Background: an optimization exercise with open tools, aiming at small area, a short achievable clock period and few clock cycles per item. Do not read the settings as production practice. No run shown here included a check of the RTL's function; only the layout flow was run. Power and IR drop assume default switching activity.

<file path="flow/run.sh">
#!/bin/bash
# synth_recipe.tcl (not shown) runs the flow's synth.tcl, then flattens the netlist and writes it again
# the make line also repeats each setting of config.mk as NAME=value (left out here)
make -C /OpenROAD-flow-scripts/flow DESIGN_CONFIG=/design/flow/config.mk WORK_HOME=/design/flow/orfs CLKGATE_MAP_FILE= SYNTH_SCRIPT=/design/flow/synth_recipe.tcl finish
</file>
<file path="flow/config.mk">
export PLATFORM = sky130hd
export DESIGN_NAME = crc_link
export DESIGN_NICKNAME = crc_link
export VERILOG_FILES = /design/flow/design.v
export SDC_FILE = /design/flow/constraint.sdc
export NUM_CORES = 8
export LEC_CHECK = 0
export CAP_MARGIN = 10
export CORE_MARGIN = 2
export CORE_UTILIZATION = 60
export PLACE_DENSITY = 0.7
export SLEW_MARGIN = 10
</file>
<file path="flow/constraint.sdc">
create_clock -name core_clock -period 10.0 [get_ports {clk}]
set_input_delay 2.0000 -clock core_clock [delete_from_list [all_inputs] [get_ports {clk}]]
set_output_delay 2.0000 -clock core_clock [all_outputs]
set_load 0.01 [all_outputs]
</file>
<file path="flow/design.v">
module crc_link (
  input  wire        clk,
  input  wire        rst,
  input  wire        cmd_valid,
  output wire        cmd_ready,
  input  wire [3:0]  cmd_code,
  input  wire [15:0] cmd_a,
  input  wire [7:0]  cmd_b,
  output reg         resp_valid,
  output reg         resp_ok,
  output reg  [15:0] resp_data,
  output wire        rx_req,
  input  wire        rx_valid,
  input  wire [7:0]  rx_data,
  input  wire        rx_end,
  output wire        tx_valid,
  output wire [7:0]  tx_data,
  input  wire        tx_ready,
  input  wire        tx_fail
);
  localparam [3:0] C_CRCCLR   = 4'h1, C_CRCSTEP = 4'h2, C_FRAMECRC = 4'h3,
                   C_ENCODE   = 4'h4, C_DECODE  = 4'h5, C_RECEIVE  = 4'h6,
                   C_TRANSMIT = 4'h7, C_LDB     = 4'h9, C_STB      = 4'hA,
                   C_RDST     = 4'hB;
  localparam [1:0] J_FCRC = 2'd0, J_RES = 2'd1, J_TX = 2'd2;
  function [15:0] m16;
    input [15:0] c;
    integer i;
    begin
      m16 = c;
      for (i = 0; i < 16; i = i + 1)
        m16 = {m16[14:0], 1'b0} ^ (m16[15] ? 16'h1021 : 16'h0000);
    end
  endfunction
  reg [511:0] bv;                  
  reg [15:0]  crc;                 
  reg [6:0]   n_q;                 
  reg [6:0]   pos;                 
  reg [9:0]   rem;                 
  reg         match_q;             
  reg [1:0]   err;                 
  reg         busy, done_f, fail_f;
  reg         cq_v;
  reg [3:0]   cq_code;
  reg [15:0]  cq_a;
  reg [7:0]   cq_b;
  reg         rdy_q;
  reg         mode_d;
  reg         rx_req_q, tx_valid_q;
  reg [7:0]   tx_q;
  reg [15:0]  bk;                  
  reg         enc_pend;            
  reg         cache_v;             
  reg [6:0]   cache_n;
  reg         s_act;
  reg [1:0]   s_job;
  reg [4:0]   s_ra;                
  reg         s_fdone;             
  reg         s_z;                 
  reg [15:0]  tw;                  
  reg         tw_full, tw_fold;
  reg [7:0]   th;                  
  reg         got, rxw, rload, rfold;
  reg c_rop, c_rack, c_rlen, c_rpay, c_ran, c_top, c_ta1, c_trest, c_ta2, c_wait;
  reg res_ok;
  assign cmd_ready = rdy_q;
  assign rx_req    = rx_req_q;
  assign tx_valid  = tx_valid_q;
  assign tx_data   = tx_q;
  wire [7:0] b0 = bv[7:0];
  wire [7:0] b1 = bv[15:8];
  wire [4:0] pa = s_act ? s_ra : cq_a[5:1];
  reg  [15:0] port;
  integer k;
  always @* begin
    port = 16'h0000;
    for (k = 0; k < 32; k = k + 1)
      port = port | (bv[16*k +: 16] & {16{pa == k}});
  end
  wire [15:0] a = cq_a;
  wire hi7z  = (a[15:7] == 9'd0);
  wire hi6z  = (a[15:6] == 10'd0);
  wire a_ge2 = |a[15:1];
  wire a_ge4 = |a[15:2];
  wire a_le64 = hi7z & (!a[6] | (a[5:0] == 6'd0));
  wire a_le60 = hi6z & ((a[5:2] != 4'hF) | (a[1:0] == 2'd0));
  wire a_lt6  = (a[15:3] == 13'd0) & !(a[2] & a[1]);
  wire is_clr  = cq_code == C_CRCCLR;
  wire is_step = cq_code == C_CRCSTEP;
  wire is_fcrc = cq_code == C_FRAMECRC;
  wire is_enc  = cq_code == C_ENCODE;
  wire is_dec  = cq_code == C_DECODE;
  wire is_rcv  = cq_code == C_RECEIVE;
  wire is_xmt  = cq_code == C_TRANSMIT;
  wire is_ldb  = cq_code == C_LDB;
  wire is_stb  = cq_code == C_STB;
  wire is_rdst = cq_code == C_RDST;
  reg acc;
  always @* begin
    case (cq_code)
      C_CRCCLR, C_CRCSTEP, C_DECODE, C_RECEIVE: acc = !busy;
      C_FRAMECRC: acc = !busy & a_le64;
      C_ENCODE:   acc = !busy & !a[0] & a_ge2 & a_le60;
      C_TRANSMIT: acc = !busy & !a[0] & a_ge4 & a_le64;
      C_LDB, C_STB: acc = !busy & hi6z;
      C_RDST:     acc = a_lt6;
      default:    acc = 1'b0;
    endcase
  end
  wire fc_sent = a[0] | !a_ge2;                           
  wire fc_hit  = cache_v & (cache_n == a[6:0]);
  wire fast    = !acc | is_dec | (is_rdst & (a[2:0] != 3'd1)) |
                 (is_xmt & (a[6:0] == n_q));
  wire x_wait  = s_act & (s_job != J_TX);
  wire need_res  = enc_pend & !fast;
  wire need_fcrc = is_fcrc & acc & !fc_sent & !fc_hit;
  wire exec      = cq_v & !x_wait & !need_res & !need_fcrc;
  wire start_res = cq_v & !x_wait & need_res;
  wire start_fc  = cq_v & !x_wait & !need_res & need_fcrc;
  wire ex        = exec & acc;
  wire [6:0] jn     = (s_job == J_FCRC) ? a[6:0] : n_q;    
  wire [5:0] klast  = jn[6:1] - 6'd2;                      
  wire       tx_live = c_top | c_ta1 | c_trest;
  wire       fetch  = s_act & !s_fdone & (!tw_full | !tx_live);
  wire       s_fold = s_act & tw_fold;
  wire       s_zero = s_act & s_fdone & !tw_fold & !s_z;
  wire       s_fin  = s_act & s_z;
  wire       s_emb  = s_fin & (s_job != J_FCRC);
  wire       stream_free = !s_act | s_z;
  wire       st_tx  = ex & is_xmt;
  wire       s_start = st_tx | start_res | start_fc;
  wire [6:0] sn     = start_fc ? a[6:0] : st_tx ? a[6:0] : n_q;
  wire eq4f   = (rx_data == 8'h4F);
  wire len_ok = (rx_data < 8'd30);
  wire r_last = (rem == 10'd1);
  wire t_last = ({1'b0, pos} + 8'd1 == {1'b0, n_q});
  wire nx_clo = ({1'b0, pos} + 8'd3 == {1'b0, n_q});
  wire nx_chi = ({1'b0, pos} + 8'd2 == {1'b0, n_q});
  wire [7:0] nb_c = pos[0] ? (nx_clo ? crc[7:0] : tw[7:0]) : (nx_chi ? crc[15:8] : th);
  wire rop_tk  = c_rop & rx_valid;
  wire rlen_tk = c_rlen & rx_valid;
  wire rpay_tk = c_rpay & rx_valid;
  wire verify  = rpay_tk & r_last;
  wire [15:0] cfin = m16(crc);
  wire vmatch  = (cfin == {rx_data, tw[7:0]});
  wire f_rx_pre = (c_rop & !rx_valid & rx_end) |
                  (c_rack & !tx_ready & tx_fail) |
                  (c_rlen & (rx_valid ? !len_ok : rx_end)) |
                  (c_rpay & !rx_valid & rx_end & !got);
  wire f_rx_post = c_ran & match_q & !tx_ready & tx_fail;
  wire f_bad     = c_ran & !match_q & (tx_ready | tx_fail);
  wire f_tx      = (c_top & !tx_ready & tx_fail) |
                   (c_ta1 & (rx_valid ? !eq4f : rx_end)) |
                   (c_trest & tx_fail & !(tx_ready & t_last)) |
                   (c_ta2 & (rx_valid ? !eq4f : rx_end));
  wire ok_end    = (c_ran & match_q & tx_ready) | (c_ta2 & rx_valid & eq4f);
  wire end_now   = ok_end | f_rx_pre | f_rx_post | f_bad | f_tx;
  wire n_rop   = (ex & is_rcv) | (c_rop & !rx_valid & !rx_end);
  wire n_rack  = rop_tk | (c_rack & !tx_ready & !tx_fail);
  wire n_rlen  = (c_rack & tx_ready) | (c_rlen & !rx_valid & !rx_end);
  wire n_rpay  = (rlen_tk & len_ok) |
                 (c_rpay & (rx_valid ? !r_last : (!rx_end | got)));
  wire n_ran   = verify | (c_ran & !tx_ready & !tx_fail);
  wire n_top   = st_tx | (c_top & !tx_ready & !tx_fail);
  wire n_ta1   = (c_top & tx_ready) | (c_ta1 & !rx_valid & !rx_end);
  wire n_trest = (c_ta1 & rx_valid & eq4f) |
                 (c_trest & (tx_ready ? (!t_last & !tx_fail) : !tx_fail));
  wire n_ta2   = (c_trest & tx_ready & t_last) | (c_ta2 & !rx_valid & !rx_end);
  wire tx_tk   = (c_top | c_trest) & tx_ready;
  reg        w_en;
  reg [4:0]  w_wa;
  reg [1:0]  w_be;
  reg [15:0] w_d;
  wire [5:0] rq = pos[5:0] - 6'd1;
  always @* begin
    w_en = 1'b0; w_wa = cq_a[5:1]; w_be = {cq_a[0], !cq_a[0]}; w_d = {cq_b, cq_b};
    if (rxw) begin
      w_en = 1'b1; w_wa = rq[5:1]; w_be = {rq[0], !rq[0]}; w_d = tw;
    end else if (s_emb) begin
      w_en = 1'b1; w_wa = jn[5:1] - 5'd1; w_be = 2'b11; w_d = crc;   
    end else if (ex & is_enc) begin
      w_en = 1'b1; w_wa = 5'd0; w_be = 2'b11; w_d = {a[8:1] - 8'd1, cq_b};
    end else if (ex & is_stb) begin
      w_en = 1'b1;
    end
  end
  always @(posedge clk) begin
    for (k = 0; k < 64; k = k + 1)
      if (w_en && w_wa == k / 2 && w_be[k % 2])
        bv[8*k +: 8] <= (k % 2) ? w_d[15:8] : w_d[7:0];
  end
  wire df = done_f | fail_f;
  wire [15:0] status = {5'd0, fail_f, done_f, busy, match_q, 1'b0, err, df, df, 1'b0, fail_f};
  wire [2:0]  rk = mode_d ? cmd_a[2:0] : a[2:0];
  wire        in_rdst_ok = (cmd_code == C_RDST) & (cmd_a[15:3] == 13'd0) & !(cmd_a[2] & cmd_a[1]);
  reg  [15:0] rdst_val;
  always @* begin
    case (rk)
      3'd0:    rdst_val = status;
      3'd1:    rdst_val = crc;
      3'd2:    rdst_val = {9'd0, n_q};
      3'd3:    rdst_val = {9'd0, pos};
      3'd4:    rdst_val = {6'd0, rem};
      default: rdst_val = 16'd64;
    endcase
  end
  wire [7:0]  ldb_byte = a[0] ? port[15:8] : port[7:0];
  wire [15:0] rd_val = (mode_d | is_rdst) ? rdst_val : is_dec ? {b0, b1} : {8'd0, ldb_byte};
  wire held     = cq_v & !exec;
  wire fresh    = rdy_q & cmd_valid;
  wire direct   = fresh & (busy | (mode_d & (cmd_code == C_RDST)));
  wire to_q     = fresh & !direct;
  wire enc_pend_n = (enc_pend & !(s_emb & (s_job == J_RES)) & !st_tx) | (ex & is_enc);
  wire xw_n     = (s_act & !s_fin & (s_job != J_TX)) | start_res | start_fc;
  wire in_xfer  = (cmd_code == C_RECEIVE) | (cmd_code == C_TRANSMIT);
  wire in_fc_miss = (cmd_code == C_FRAMECRC) &
                    !(cache_v & !(ex & (is_clr | is_step | is_enc | is_stb | is_rcv | is_xmt | is_fcrc)) &
                      (cmd_a == {9'd0, cache_n}));
  always @(posedge clk) begin
    if (rdy_q) begin
      cq_code <= cmd_code;
      cq_a    <= cmd_a;
      cq_b    <= cmd_b;
    end
    if (rop_tk) tw[7:0] <= rx_data;
    else if (rlen_tk) tw[15:8] <= rx_data;
    else if (rpay_tk) begin
      if (pos[0]) tw[15:8] <= rx_data; else tw[7:0] <= rx_data;
    end else if (fetch) tw <= port;
    if (st_tx) begin
      tx_q <= b0;
      th   <= b1;
    end else if (ex & is_rcv) begin
      tx_q <= 8'h4F;
    end else if (verify) begin
      tx_q <= vmatch ? 8'h4F : 8'h46;
    end else if (tx_tk) begin
      tx_q <= c_top ? th : nb_c;
      if (c_trest & pos[0] & !nx_clo) th <= tw[15:8];
    end
    if (ex & is_rcv) bk <= crc;
    if (rst) begin
      cq_v <= 1'b0; rdy_q <= 1'b1; mode_d <= 1'b0;
      resp_valid <= 1'b0; resp_ok <= 1'b0;
      rx_req_q <= 1'b0; tx_valid_q <= 1'b0;
      crc <= 16'd0; n_q <= 7'd0; pos <= 7'd0; rem <= 10'd0;
      match_q <= 1'b0; err <= 2'd0; busy <= 1'b0; done_f <= 1'b0; fail_f <= 1'b0;
      enc_pend <= 1'b0; cache_v <= 1'b0; cache_n <= 7'd0;
      s_act <= 1'b0; s_job <= J_FCRC; s_ra <= 5'd0; s_fdone <= 1'b0; s_z <= 1'b0;
      tw_full <= 1'b0; tw_fold <= 1'b0;
      got <= 1'b0; rxw <= 1'b0; rload <= 1'b0; rfold <= 1'b0;
      {c_rop, c_rack, c_rlen, c_rpay, c_ran, c_top, c_ta1, c_trest, c_ta2, c_wait} <= 10'd0;
      res_ok <= 1'b0;
    end else begin
      cq_v  <= rdy_q ? to_q : held;
      rdy_q <= !held & !(to_q & (xw_n | enc_pend_n | in_fc_miss | in_xfer));
      mode_d <= (ex & (is_rcv | is_xmt)) | (mode_d & !to_q);
      resp_valid <= exec | direct;
      resp_ok    <= direct ? in_rdst_ok : acc;
      enc_pend   <= enc_pend_n;
      c_rop <= n_rop; c_rack <= n_rack; c_rlen <= n_rlen; c_rpay <= n_rpay; c_ran <= n_ran;
      c_top <= n_top; c_ta1 <= n_ta1; c_trest <= n_trest; c_ta2 <= n_ta2;
      rx_req_q   <= n_rop | n_rlen | n_rpay | n_ta1 | n_ta2;
      tx_valid_q <= n_rack | n_ran | n_top | n_trest;
      c_wait <= (end_now | c_wait) & !stream_free;
      if (end_now) res_ok <= ok_end;
      if (busy & (end_now | c_wait) & stream_free) begin
        busy   <= 1'b0;
        done_f <= end_now ? ok_end : res_ok;
        fail_f <= end_now ? !ok_end : !res_ok;
      end
      if (f_rx_pre | f_rx_post) err <= 2'd1;
      if (f_tx)  err <= 2'd2;
      if (f_bad) err <= 2'd3;
      rxw   <= rop_tk | rlen_tk | rpay_tk;
      rload <= rlen_tk & len_ok;
      rfold <= rpay_tk & pos[0] & !r_last;
      if (rop_tk) pos <= 7'd1;
      if (rlen_tk) begin
        pos <= 7'd2;
        rem <= {1'b0, rx_data, 1'b0} + 10'd4;
        got <= 1'b0;
      end
      if (rpay_tk) begin
        pos <= pos + 7'd1;
        rem <= rem - 10'd1;
        got <= !rx_end;
      end else if (c_rpay & rx_end) begin
        got <= 1'b0;
      end
      if (verify) match_q <= vmatch;
      if (ok_end & c_ran) n_q <= pos;
      if (tx_tk) pos <= pos + 7'd1;
      if (tx_tk & c_trest & pos[0] & !nx_clo) tw_full <= 1'b0;
      if (s_start) begin
        s_act   <= 1'b1;
        s_job   <= st_tx ? J_TX : start_res ? J_RES : J_FCRC;
        s_ra    <= 5'd1;
        s_fdone <= (sn[6:1] < 6'd3);
        s_z     <= 1'b0;
        tw_full <= 1'b0;
        tw_fold <= 1'b0;
      end else begin
        if (fetch) begin
          s_ra    <= s_ra + 5'd1;
          s_fdone <= ({1'b0, s_ra} == klast);
          tw_full <= 1'b1;
        end
        tw_fold <= fetch;
        if (s_zero) s_z <= 1'b1;
        if (s_fin) begin
          s_act   <= 1'b0;
          cache_v <= 1'b1;
          cache_n <= jn;
        end
      end
      if (f_rx_pre)
        crc <= bk;
      else if (verify)
        crc <= cfin;
      else if (rload)
        crc <= {tw[7:0], tw[15:8]};
      else if (rfold | s_fold)
        crc <= m16(crc) ^ tw;
      else if (s_start)
        crc <= {b0, b1};
      else if (s_zero)
        crc <= cfin;
      else if (ex & is_clr)
        crc <= 16'd0;
      else if (ex & is_step)
        crc <= m16(crc) ^ a;
      else if (ex & is_fcrc & fc_sent)
        crc <= 16'hFFFF;
      if (ex & (is_clr | is_step | is_enc | is_stb | is_rcv | is_xmt | (is_fcrc & fc_sent)))
        cache_v <= 1'b0;
      if (verify) begin
        cache_v <= 1'b1;
        cache_n <= pos + 7'd1;
      end
      if (ex & is_enc) n_q <= a[6:0] + 7'd4;
      if (ex & is_rcv) begin
        busy <= 1'b1; done_f <= 1'b0; fail_f <= 1'b0;
        err <= 2'd0; match_q <= 1'b0; pos <= 7'd0; rem <= 10'd0; n_q <= 7'd0;
      end
      if (st_tx) begin
        busy <= 1'b1; done_f <= 1'b0; fail_f <= 1'b0;
        err <= 2'd0; pos <= 7'd0; n_q <= a[6:0];
      end
    end
  end
  always @(posedge clk) resp_data <= rd_val;
endmodule
</file>
==> results of run 1 <==
[flip-flops by register name (all words and copies together) (netlist names), 2 cells and up]
register / count
s_ra: 5
crc: 16
th: 8
tw: 16
bv: 512
cq_code: 4
bk: 16
resp_data: 16
rem: 10
n_q: 7
cq_b: 8
tx_q: 8
err: 2
s_job: 2
pos: 7
cq_a: 16
cache_n: 7
[area by class of cell]
class | count | area [um2]
Sequential cell | 693 | 19760
Fill cell | 3616 | 16010
Multi-Input combinational cell | 1659 | 10790
Clock buffer | 94 | 1916
Timing Repair Buffer | 154 | 1326
Tap cell | 680 | 850.8
Clock inverter | 40 | 412.9
Inverter | 35 | 131.4
[path summary, 6_finish.rpt]
| kind | startpoint | end | cells after the start | slack (ns) |
|---|---|---|---|---|
| max | cq_a[2] | bv[333] | 10 | 4.18 |
| max reg2reg | cq_a[2] | bv[333] | 10 | 4.18 |
| min reg2reg | res_ok | res_ok | 2 | 0.50 |
| min | res_ok | res_ok | 2 | 0.50 |
[layer usage]
layer	GRT usage, %	wire length (um)	vias to the layer above
met1	54.29	39400	11700
li1	-	-	10052
met2	67.36	52660	2081
met4	25.77	8304	6
met3	12.57	15230	477
met5	0	41	-
[cell usage after synthesis, types with 10 or more instances]
library cell	count	area, um2
nand2_1	195	732.0
nand4_1	45	281.5
a22oi_1	175	1314
nand3b_1	13	97.59
and3_1	12	75.07
xor2_1	45	394.1
a21oi_1	117	585.6
a211oi_1	15	112.6
buf_2	12	60.06
or3_1	11	68.82
o211ai_1	20	150.1
o21ai_0	97	485.5
nor2_1	237	889.6
edfxtp_1	588	17660
inv_1	34	127.6
a221oi_1	57	499.2
o21a_1	10	75.07
o22a_1	10	87.58
nor3b_1	10	75.07
mux2_2	13	146.4
a32oi_1	12	105.1
nor3_1	57	285.3
or4_1	17	127.6
ha_1	19	237.7
dfxtp_1	105	2102
a31oi_1	27	168.9
nand2b_1	14	87.58
o221ai_1	14	122.6
buf_1	10	37.54
mux2i_1	40	400.4
a22o_1	55	481.7
a21o_1	11	82.58
nor4_1	17	106.4
clkbuf_1	131	491.7
xnor2_1	82	718.2
o22ai_1	14	87.58
nand3_1	76	380.4
[power by group]
part | total, mW | switching (mW) | leakage, nW | internal [mW]
Combinational | 0.517 | 0.359 | 4.24 | 0.158
Clock | 2.67 | 1.17 | 1.13 | 1.50
Sequential | 3.22 | 0.0366 | 6.17 | 3.18
[critical path: cells and delay by family, from the launching register on]
kind	cells	cell delay, ns
adder cells (fa/ha/maj)	1	0.21
flip-flops	1	0.66
AO/OA/AOI/OAI	2	1.14
AND/OR/NAND/NOR	6	3.03
buffers and inverters	1	0.38
[logic make-up after synthesis]
family | after synthesis | synth area share (%)
adders and majority gates | 19 | 0.7656
buffers and inverters | 189 | 2.357
xor gates and xnor gates | 129 | 3.736
muxes | 53 | 1.761
AOI/OAI and AO/OA | 705 | 16.06
DFF | 693 | 63.64
and+or+nand+nor | 753 | 11.69
==> impl_metrics.toml, run 1 <==
[status]
status = "timing/DRC/antenna clean"

[timing]
holdWs_ns = 0.4957
min_period_over_period_pct = 58.17
hold_violations = 0
skew_ns = 0.03035
setup_ws_ns = 4.183
fmax_mhz = 171.9
period_minus_slack_ns = 5.817
grt_setup_unrepaired = "false"
finalSetupTns_ns = 0
finalSetupViolations = 0
slew_headroom_pct = 13.85
drv_slew = 0
worstMarginPinSlew_ns = 1.282

[drt]
vias = 24316
wl_mm = 115.6
remaining_drc_errors = 0
wl_per_cell_um = 34.47
drtPass1Iterations = 6
drtAntennaViolNets = 0
routed_via_density = 7.248
drt-initial-drc-count = 3892

[die]
dieArea_um2 = 53590
num_rows = 83
io_pins = 72
start_util_pct = 60.65
die_w_um = 231.5
die_h_um = 231.5
core-area_um2 = 51200

[place]
dp_cells = 3220
gp_congestion = 1.088
port_buffers = 71
dp_slack_ns = 4.368
dpl_cell_area_um2 = 32830
hpwl_mm = 78.32

[synthesis]
async_reset_ff_share_pct = 0
netlist-cell-type-count = 84
synth_warnings = 1
synth-edff-count = 588
syn_area_um2 = 31050
synth_nets = 2603
ys_seq_elements = 693
yosysSeqAreaShare_pct = 63.64
netlist_instances = 2541
syn_area_per_cell_um2 = 12.22
synthFlopType = "edfxtp_1"

[pwr]
p_leak_nw = 11.54
total_power_mw = 6.406
p_per_area_nw_per_um2 = 182.1
ir_drop_mv = 0.1762

[cells_and_area]
num_antenna_cells = 0
areaGrowthSynthToFinish_pct = 13.32
post-route-util_pct = 68.72
final_cell_mix = "588 x edfxtp_1, 230 x nor2_1, 195 x nand2_1"
final_cells = 3355
fin_nets = 2677
mostFrequentLayoutCell = "edfxtp_1"
layout-drive-gt1-share_pct = 10.32
design_area_um2 = 35190

[clock_network]
clock_sinks = 693
htree_levels = 3
cts_buffers = 72
root_buffer = "clkbuf_16"
clock_latency_ns = 0.64
cts_tree = "yes"
cts_buffer_depth = 3
cts_resized = 0
clk_pin_slew_ns = 0.06
post_cts_buffers = 0
cts_hold_buf = 0

[worst_setup_path]
path_cells = "inv_1 -> ha_1 -> nor4b_1 -> nand4_1 -> nor3b_1 -> a21oi_1 -> nand4_1 -> a31oi_2 -> nand2_1 -> nor3_2"
crit_arrival_ns = 6.06
cp_max_fo = 15
path_common_cell = "nand4_1"
cp.required_ns = 10.24
crit_slowest_cell = "nor3_2"
start_kind = "flop"
cp-end-kind = "flop"
cpPeakStageDelay_ns = 1.04
crit_type = "reg2reg"

[global_route]
grt_pass1_vias = 23307
gr-total-overflow = 0
track_usage_pct = 43.39
antenna_found_initial = 3
grt_pass1_wl_mm = 164.8
grt_max_degree = 48

[hold_path]
hold_class = "reg2reg"

[run]
maxCapViolCount = 0
==> run 2, diff against run 1 <==
--- a/flow/config.mk
+++ b/flow/config.mk
@@ -5,8 +5,11 @@
 export SDC_FILE = /design/flow/constraint.sdc
 export NUM_CORES = 8
 export LEC_CHECK = 0
+export ABC_CLOCK_PERIOD_IN_PS = 1500
 export CAP_MARGIN = 10
 export CORE_MARGIN = 2
 export CORE_UTILIZATION = 60
 export PLACE_DENSITY = 0.7
+export SETUP_SLACK_MARGIN = 5
 export SLEW_MARGIN = 10
+export TNS_END_PERCENT = 100
==> run 2 against run 1 <==
Register-to-register slack gained 0.85 ns. Critical endpoint is now bv[200]. Highest routed layer unchanged. Still clean on timing, DRC and antenna. Clock-buffer cell count is the same. Final cell count grew 0.63%. Global-route usage grew 0.21 points.
==> impl_metrics.toml, run 2 <==
[timing]
hold_violations = 0
grt_setup_unrepaired = "true"
period_minus_slack_ns = 4.966
drv_slew = 0
slew_headroom_pct = 14.93
finalSetupTns_ns = 0
worstMarginPinSlew_ns = 1.266
skew_ns = 0.02973
finalSetupViolations = 0
fmax_mhz = 201.4
setup_ws_ns = 5.034
min_period_over_period_pct = 49.66

[hold_path]
hold_depth = 2
min-delay-start = "res_ok"
hold_class = "reg2reg"

[synthesis]
synthTopCellsByCount = "588 x edfxtp_1, 237 x nor2_1, 195 x nand2_1"
muxShareOfSynthArea_pct = 1.761
yosys-top-cells-area = "edfxtp_1 57%, dfxtp_1 6.8%, a22oi_1 4.2%, nor2_1 2.9%, nand2_1 2.4%"
netlist_instances = 2541
synth-simple-area-share_pct = 11.69
yosys.area_share.xor_xnor_pct = 3.735
netlist-cell-type-count = 84
async_reset_ff_share_pct = 0
synthFlopType = "edfxtp_1"
synth.top_cell.area_share_pct = 56.87
synth_warnings = 1
synth_compound_area_share_pct = 16.06
synthAdderAreaFrac_pct = 0.7656
post-synth-top-count-cell = "edfxtp_1"
synth_top_family_by_area = "compound AO/OA/AOI/OAI gates"
netlist.top_cell.by_area = "edfxtp_1"
syn_area_per_cell_um2 = 12.22
ys_seq_elements = 693
syn_area_um2 = 31050
synth_nets = 2603
yosysSeqAreaShare_pct = 63.64
synth-edff-count = 588

[cells_and_area]
final_cell_mix = "588 x edfxtp_1, 193 x nand2_1, 181 x nor2_1"
largest_register_ff_count = 512
final_cells = 3376
fin_nets = 2698
layout-drive-gt1-share_pct = 13.35
areaGrowthSynthToFinish_pct = 15.16
largest-register = "bv"
post-route-util_pct = 69.84
num_antenna_cells = 0
mostFrequentLayoutCell = "edfxtp_1"
design_area_um2 = 35760

[global_route]
grt_pass1_vias = 23345
antenna_found_initial = 1
gr-total-overflow = 0
grt_pass1_wl_mm = 165.6
track_usage_pct = 43.60
grt_max_degree = 48

[clock_network]
clock_sinks = 693
cts_buffer_depth = 3
htree_levels = 3
cts_buffers = 72
cts_hold_buf = 0
root_buffer = "clkbuf_16"
cts_tree = "yes"
clk_pin_slew_ns = 0.06
clock_latency_ns = 0.64

[run]
maxCapViolCount = 0

[drt]
drtAntennaViolNets = 0
vias = 24569
routed_via_density = 7.278
drt-initial-drc-count = 3870
remaining_drc_errors = 0
wl_mm = 116.4
wl_per_cell_um = 34.48
drtPass1Iterations = 6

[place]
gp_congestion = 1.088
dp_cells = 3220
dp_slack_ns = 4.368
hpwl_mm = 78.32
port_buffers = 71
dpl_cell_area_um2 = 32830

[worst_setup_path]
crit_arrival_ns = 5.22
cpPeakStageDelay_ns = 0.70
crit_start = "cq_a[1]"
crit_type = "reg2reg"
start_kind = "flop"
crit_slowest_cell = "nor2_2"
cp-end-kind = "flop"
reg2reg_from = "cq_a[1]"
cp_max_fo = 22
path_cells = "inv_1 -> ha_1 -> nor4b_1 -> nand4_1 -> nor3b_1 -> a21o_1 -> nor4_4 -> buf_4 -> o21ai_0 -> a21boi_0 -> nand2_1 -> nor2_2"
cp.required_ns = 10.26
r2r_cells = 12

[die]
core-area_um2 = 51200
start_util_pct = 60.65
die_h_um = 231.5
io_pins = 72
num_rows = 83
die_w_um = 231.5
dieArea_um2 = 53590

[status]
status = "timing/DRC/antenna clean"

[pwr]
p_leak_nw = 11.70
p_per_area_nw_per_um2 = 179.7
ir_drop_mv = 0.1752
-- run 2: cell count changes in the layout (fill, tap and decap cells not counted), moves of 5 or more --
cell / change
nor2_2: +22
nor2_4: +27
buf_4: +18
nor2_1: -49
nor3_4: +5
-- run 2: repair_timing --
action                                  4_1_cts  5_1_grt
endpoints found under the setup margin      489      484
gates resized for setup                      62       41
gates cloned                                  0        0
pin swaps                                     1        3
setup buffers                                 3       19
endpoints found under the hold margin         0        0
-- run 2: cell families (layout without fill, tap and decap cells) --
logic type      Yosys count  count (layout)
compound gates          705             705
xor+xnor                129             129
fa+ha+maj                19              19
buf+inv                 189             344
flops                   693             693
mux                      53              53
simple gates            753             753
-- run 2: metrics by stage --
stage          hold WS, ns  power [mW]
6_report            0.4970       6.427
3_3_place_gp        0.4623       3.765
4_1_cts             0.4875       6.382
2_1_floorplan       0.4064       3.520
3_5_place_dp        0.4711       3.770
5_1_grt             0.5368       6.540
-- run 2: routing by layer --
layer / wire length [um] / global-route usage [%]
met5: 13 / 0
met4: 8756 / 25.97
met3: 15190 / 11.66
met2: 52630 / 67.36
met1: 39810 / 55.47
-- run 2: worst paths after layout --
| path | endpoint | slack [ns] |
|---|---|---|
| worst min register to register | res_ok | 0.50 |
| worst max-delay path | bv[200] | 5.03 |
| worst max register to register | bv[200] | 5.03 |
| worst min-delay path | res_ok | 0.50 |
-- run 2: area by class of cell --
| type | count | area [um2] |
|---|---|---|
| clock inverter | 40 | 412.9 |
| fill | 3520 | 15440 |
| clock buffer | 94 | 1916 |
| inverter | 35 | 131.4 |
| multi-input combinational | 1659 | 11150 |
| sequential | 693 | 19760 |
| tap | 680 | 850.8 |
| timing repair buffer | 175 | 1536 |
-- run 2: power by group --
part           internal, mW  switching [mW]
Sequential             3.18          0.0298
Clock                  1.50            1.17
Combinational         0.166           0.377
-- run 2: worst max-delay path: cells and delay by family (launching register included) --
family | cells | cell delay [ns]
buffers and inverters | 2 | 0.56
and+or+nand+nor | 6 | 2.30
DFF | 1 | 0.55
adders and majority gates | 1 | 0.17
AOI/OAI and AO/OA | 3 | 1.00
==> run 3, diff against run 2 <==
--- a/flow/config.mk
+++ b/flow/config.mk
@@ -5,7 +5,7 @@
 export SDC_FILE = /design/flow/constraint.sdc
 export NUM_CORES = 8
 export LEC_CHECK = 0
-export ABC_CLOCK_PERIOD_IN_PS = 1500
+export ABC_CLOCK_PERIOD_IN_PS = 3000
 export CAP_MARGIN = 10
 export CORE_MARGIN = 2
 export CORE_UTILIZATION = 60
==> run 3 against run 2 <==
Sequential power barely moved. First-iteration DRC count unchanged. Clock skew is the same. Die area did not move. Still clean. Via count unchanged. Synthesized cell count unchanged. Fmax unchanged. Global-route usage did not move. Utilization is the same. Non-clock buffer count did not move. Area after synthesis unchanged.
==> impl_metrics.toml, run 3 <==
[die]
start_util_pct = 60.65
core-area_um2 = 51200
io_pins = 72
num_rows = 83
dieArea_um2 = 53590
die_w_um = 231.5
die_h_um = 231.5

[worst_setup_path]
crit_type = "reg2reg"
cp.buffers_inverters = 2
start_kind = "flop"
crit_family = "simple AND/OR/NAND/NOR gates"
crit_slowest_cell = "nor2_2"
crit_arrival_ns = 5.22
cp.required_ns = 10.26
cp_max_fo = 22
cpPeakStageDelay_ns = 0.70
cp-end-kind = "flop"
path_cells = "inv_1 -> ha_1 -> nor4b_1 -> nand4_1 -> nor3b_1 -> a21o_1 -> nor4_4 -> buf_4 -> o21ai_0 -> a21boi_0 -> nand2_1 -> nor2_2"

[cells_and_area]
post-route-util_pct = 69.84
layout-drive-gt1-share_pct = 13.35
areaGrowthSynthToFinish_pct = 15.16
mostFrequentLayoutCell = "edfxtp_1"
largest_register_ff_count = 512
final_cell_mix = "588 x edfxtp_1, 193 x nand2_1, 181 x nor2_1"
fin_nets = 2698
num_antenna_cells = 0
largest-register = "bv"

[pwr]
p_leak_nw = 11.70
p_sw_share_pct = 24.54
p_per_area_nw_per_um2 = 179.7
pwr-share-seq_pct = 49.9
ir_drop_mv = 0.1752
pwr-share-clk_pct = 41.6
p_sw_mw = 1.577
internal-power_mw = 4.850
combPwrFrac_pct = 8.5

[synthesis]
async_reset_ff_share_pct = 0
synth_nets = 2603
yosysSeqAreaShare_pct = 63.64
netlist-cell-type-count = 84
syn_area_per_cell_um2 = 12.22
synth.top_cell.area_share_pct = 56.87
ys_seq_elements = 693
netlist_instances = 2541
synth_warnings = 1
synth-edff-count = 588
post-synth-top-count-cell = "edfxtp_1"
synthFlopType = "edfxtp_1"
syn_area_um2 = 31050
yosys-top-cells-area = "edfxtp_1 57%, dfxtp_1 6.8%, a22oi_1 4.2%, nor2_1 2.9%, nand2_1 2.4%"
netlist.top_cell.by_area = "edfxtp_1"
synthTopCellsByCount = "588 x edfxtp_1, 237 x nor2_1, 195 x nand2_1"

[timing]
finalSetupViolations = 0
slew_headroom_pct = 14.93
grt_setup_unrepaired = "true"
hold_violations = 0
period_minus_slack_ns = 4.966
drv_slew = 0
min_period_over_period_pct = 49.66
skew_ns = 0.02973
worstMarginPinSlew_ns = 1.266
fmax_mhz = 201.4
finalSetupTns_ns = 0

[drt]
drtAntennaViolNets = 0
vias = 24569
drtPass1Iterations = 6
drt-initial-drc-count = 3870
wl_per_cell_um = 34.48
remaining_drc_errors = 0
wl_mm = 116.4
routed_via_density = 7.278

[clock_network]
clock_latency_ns = 0.64
cts_buffers = 72
htree_levels = 3
cts_tree = "yes"
clk_pin_slew_ns = 0.06
root_buffer = "clkbuf_16"
cts_buffer_depth = 3
clock_sinks = 693
cts_hold_buf = 0

[place]
gp_congestion = 1.088
port_buffers = 71
hpwl_mm = 78.32

[status]
status = "timing/DRC/antenna clean"

[global_route]
antenna_found_initial = 1
grt_max_degree = 48
grt_pass1_wl_mm = 165.6
gr-total-overflow = 0
track_usage_pct = 43.60
grt_pass1_vias = 23345

[hold_path]
hold_class = "reg2reg"

[run]
maxCapViolCount = 0
-- run 3: cell counts in the layout (fill, tap and decap cells not counted) --
Identical to the previous run, type by type.
-- run 3: cells by family after synthesis --
logic type | Yosys count | synth area share (%)
xor+xnor | 129 | 3.736
buf+inv | 189 | 2.357
fa+ha+maj | 19 | 0.7656
mux | 53 | 1.761
flops | 693 | 63.64
simple gates | 753 | 11.69
compound gates | 705 | 16.06
-- run 3: layout make-up --
cell class | count | area, um2
clock buffers | 94 | 1916
clock inverters | 40 | 412.9
fillers | 3520 | 15440
inverters | 35 | 131.4
multi-input cells | 1659 | 11150
flip-flops and latches | 693 | 19760
well taps | 680 | 850.8
repair buffers | 175 | 1536
-- run 3: worst register-to-register path: stages, from the launching register on --
cell,delay [ns]
edfxtp_1,0.55
inv_1,0.24
ha_1,0.17
nor4b_1,0.49
nand4_1,0.23
nor3b_1,0.25
a21o_1,0.31
nor4_4,0.33
buf_4,0.32
o21ai_0,0.35
a21boi_0,0.36
nand2_1,0.30
nor2_2,0.70
-- run 3: worst paths after layout --
path | start | to | slack, ns | cells past startpoint
hold reg to reg | res_ok | res_ok | 0.50 | 2
setup / recovery | cq_a[1] | bv[200] | 5.03 | 12
setup reg to reg | cq_a[1] | bv[200] | 5.03 | 12
hold / removal | res_ok | res_ok | 0.50 | 2
-- run 3: repair_timing --
| action | in CTS | in global routing |
|---|---|---|
| setup endpoints to repair | 489 | 484 |
| setup buffers | 3 | 19 |
| gates resized for setup | 62 | 41 |
| pin swaps | 1 | 3 |
-- run 3: power groups by stage --
stage	logic [mW]	registers [mW]	clock network, mW
CTS	0.501	3.22	2.67
detailed placement	0.494	3.28	0
floorplan	0.258	3.26	0
global placement	0.490	3.28	0
finish	0.543	3.21	2.67
global route	0.559	3.21	2.77
-- run 3: through the flow --
step / setup slack [ns] / cells / instance area (um2) / total power [mW] / hold WS (ns)
after CTS: 4.933 / 3357 / 35370 / 6.382 / 0.4875
after detailed placement: 4.368 / 3220 / 32830 / 3.770 / 0.4711
after floorplan: 5.321 / 2541 / 31050 / 3.520 / 0.4064
after global routing: 4.927 / 3376 / 35760 / 6.540 / 0.5368
final: 5.034 / 3376 / 35760 / 6.427 / 0.4970
after global placement: 4.549 / 3220 / 32830 / 3.765 / 0.4623
-- run 3: layer usage --
metal	wire length (um)	global-route usage [%]
met5	13	0
met2	52630	67.36
met3	15190	11.66
met4	8756	25.97
met1	39810	55.47
==> run 4, diff against run 3 <==
==> flow/config.mk (replaced) <==
export PLATFORM = sky130hd
export DESIGN_NAME = crc_link
export DESIGN_NICKNAME = crc_link
export VERILOG_FILES = /design/flow/design.v
export SDC_FILE = /design/flow/constraint.sdc
export NUM_CORES = 8
export LEC_CHECK = 0
export CAP_MARGIN = 40
export CORE_MARGIN = 2
export CORE_UTILIZATION = 30
export PLACE_DENSITY = 0.5
export SLEW_MARGIN = 40
==> run 4 against run 3 <==
Global-route usage down 20 points. Via count shrank 2.9%. Die area rose by 98%. Sequential power hardly changed. Register-to-register slack worse by 0.63 ns. Critical path type unchanged. Largest power group unchanged.
==> impl_metrics.toml, run 4 <==
[hold_path]
hold_class = "reg2reg"
hold_depth = 1
min_to = "rdy_q"
min-delay-start = "cq_v"

[timing]
setup_ws_ns = 4.402
skew_ns = 0.03795
hold_violations = 0
drv_slew = 0
min_period_over_period_pct = 55.98
fmax_mhz = 178.6
finalSetupViolations = 0
worstMarginPinSlew_ns = 0.8843
period_minus_slack_ns = 5.598
slew_headroom_pct = 40.83
holdWs_ns = 0.5019
grt_setup_unrepaired = "false"
finalSetupTns_ns = 0

[worst_setup_path]
reg2reg_slack_ns = 4.40
cp-end-kind = "flop"
r2r_cells = 10
cp.required_ns = 10.25
r2r-end = "bv[33]"
reg2reg_from = "cq_a[2]"
crit_start = "cq_a[2]"
crit_type = "reg2reg"
crit_arrival_ns = 5.85
start_kind = "flop"
cp_max_fo = 15

[run]
maxCapViolCount = 0

[global_route]
grtUsageMet3_pct = 3.934
grt_max_degree = 48
grt_busiest_layer = "met2"
grt_util_met2_pct = 38.52
gr-total-overflow = 0
grt_pass1_vias = 23087
grt_pass1_wl_mm = 179.6
antenna_found_initial = 3
track_usage_pct = 23.53
use_met1_pct = 31.20

[synthesis]
yosys.area_share.xor_xnor_pct = 3.735
synthAdderAreaFrac_pct = 0.7656
netlist-cell-type-count = 84
async_reset_ff_share_pct = 0
syn_area_um2 = 31050
synthFlopType = "edfxtp_1"
netlist_instances = 2541
synth_warnings = 1
syn_area_per_cell_um2 = 12.22
netlist.top_cell.by_area = "edfxtp_1"
synth-edff-count = 588
yosysSeqAreaShare_pct = 63.64
post-synth-top-count-cell = "edfxtp_1"
muxShareOfSynthArea_pct = 1.761
synth-simple-area-share_pct = 11.69
synth.top_cell.area_share_pct = 56.87
synth_compound_area_share_pct = 16.06
synth_top_family_by_area = "compound AO/OA/AOI/OAI gates"
ys_seq_elements = 693
synth_nets = 2603
synthTopCellsByCount = "588 x edfxtp_1, 237 x nor2_1, 195 x nand2_1"
yosys-top-cells-area = "edfxtp_1 57%, dfxtp_1 6.8%, a22oi_1 4.2%, nor2_1 2.9%, nand2_1 2.4%"

[clock_network]
cts_tree = "yes"
clk_pin_slew_ns = 0.06
cts_buffer_depth = 3
clock_sinks = 693
clock_latency_ns = 0.66
cts_buffers = 75
root_buffer = "clkbuf_16"
cts_hold_buf = 0
cts_resized = 0
htree_levels = 3
post_cts_buffers = 0

[die]
die_h_um = 325.7
dieArea_um2 = 106100
core-area_um2 = 103100
start_util_pct = 30.13
die_w_um = 325.7
io_pins = 72
num_rows = 118

[drt]
wl_mm = 128.1
vias = 23847
drtAntennaViolNets = 0
routed_via_density = 5.838
wl_per_cell_um = 31.36
drt-initial-drc-count = 3090
remaining_drc_errors = 0
drtPass1Iterations = 6

[cells_and_area]
largest-register = "bv"
design_area_um2 = 36710
layout-drive-gt1-share_pct = 12.87
areaGrowthSynthToFinish_pct = 18.22
fin_nets = 2704
mostFrequentLayoutCell = "edfxtp_1"
final_cells = 4085
largest_register_ff_count = 512
fillerInstances = 10096
post-route-util_pct = 35.62
final_cell_mix = "588 x edfxtp_1, 207 x nor2_1, 194 x nand2_1"

[place]
dp_cells = 3942
port_buffers = 71
hpwl_mm = 89.29
dpl_cell_area_um2 = 34000
dp_slack_ns = 4.333
gp_congestion = 1.005

[status]
status = "timing/DRC/antenna clean"

[pwr]
p_per_area_nw_per_um2 = 183.3
total_power_mw = 6.730
p_leak_nw = 11.81
ir_drop_mv = 0.1277
-- run 4: cell counts after synthesis --
No cell type changed its count.
-- run 4: kinds of logic after synthesis --
family	after synthesis
simple gates	753
compound gates	705
flops	693
buf+inv	189
xor+xnor	129
mux	53
fa+ha+maj	19
-- run 4: area by class of cell --
type	instances	area [um2]	share of cell area (%)
clock buffer	99	2071	5.641
sequential	693	19760	53.84
antenna	1	2.502	0.006817
timing repair buffer	178	1545	4.210
multi-input combinational	1659	10930	29.78
clock inverter	40	535.5	1.459
tap	1380	1727	4.704
inverter	35	131.4	0.3579
-- run 4: how the worst max path moves through the flow --
stage,to,slack (ns),cells after the start
floorplan,bv[110],5.32,13
global placement,crc[13],4.45,10
detailed placement,crc[14],4.33,10
CTS,bv[197],4.64,11
global route,bv[312],4.16,11
finish,bv[33],4.40,10
-- run 4: metal layers --
metal	vias up	routed length, um
met5	-	0
met4	0	5364
met3	248	10400
met2	1337	60330
met1	12160	52020
li1	10102	-
-- run 4: worst max-delay path, stage by stage (launching register included) --
cell      delay, ns
edfxtp_1       0.68
inv_1          0.39
ha_1           0.21
nor4b_1        0.36
nand4_1        0.17
nor3b_1        0.23
a21oi_1        0.44
nand4_1        0.69
a211oi_1       0.90
nand2b_1       0.37
nor2_1         0.75
-- run 4: report_power, final --
part / total [mW] / switching, mW / internal (mW)
clock: 2.97 / 1.23 / 1.74
sequential: 3.22 / 0.0399 / 3.18
combinational: 0.542 / 0.378 / 0.164
total: 6.73 / 1.65 / 5.08

-- port drivers added, routing unchanged --
In the flow no input, the clock included, has a driving cell. The finished layouts below were timed again as built, in two steps. Step 1 assumes that a clkbuf_16 drives the clock port and a buf_2 every other input. Step 2 adds t to the input delays and takes it off the output delays; t is the mean of the earliest and latest rising clock arrival at the registers after step 1. Input paths then give back, and output paths get back, about the clock's delay inside the block. Three values: no drivers, after step 1, after step 2; two values: the first two.
run	t (ns)	slack for setup (ns)	hold slack, ns
run 1	0.694	4.183 / 4.183 / 4.183	0.496 / 0.496 / 0.496
run 2	0.691	5.034 / 5.034 / 4.457	0.497 / 0.497 / 0.497
run 3	0.691	5.034 / 5.034 / 4.457	0.497 / 0.497 / 0.497
run 4	0.706	4.402 / 4.402 / 4.313	0.502 / 0.502 / 0.502
After both steps every run listed still meets setup and hold.
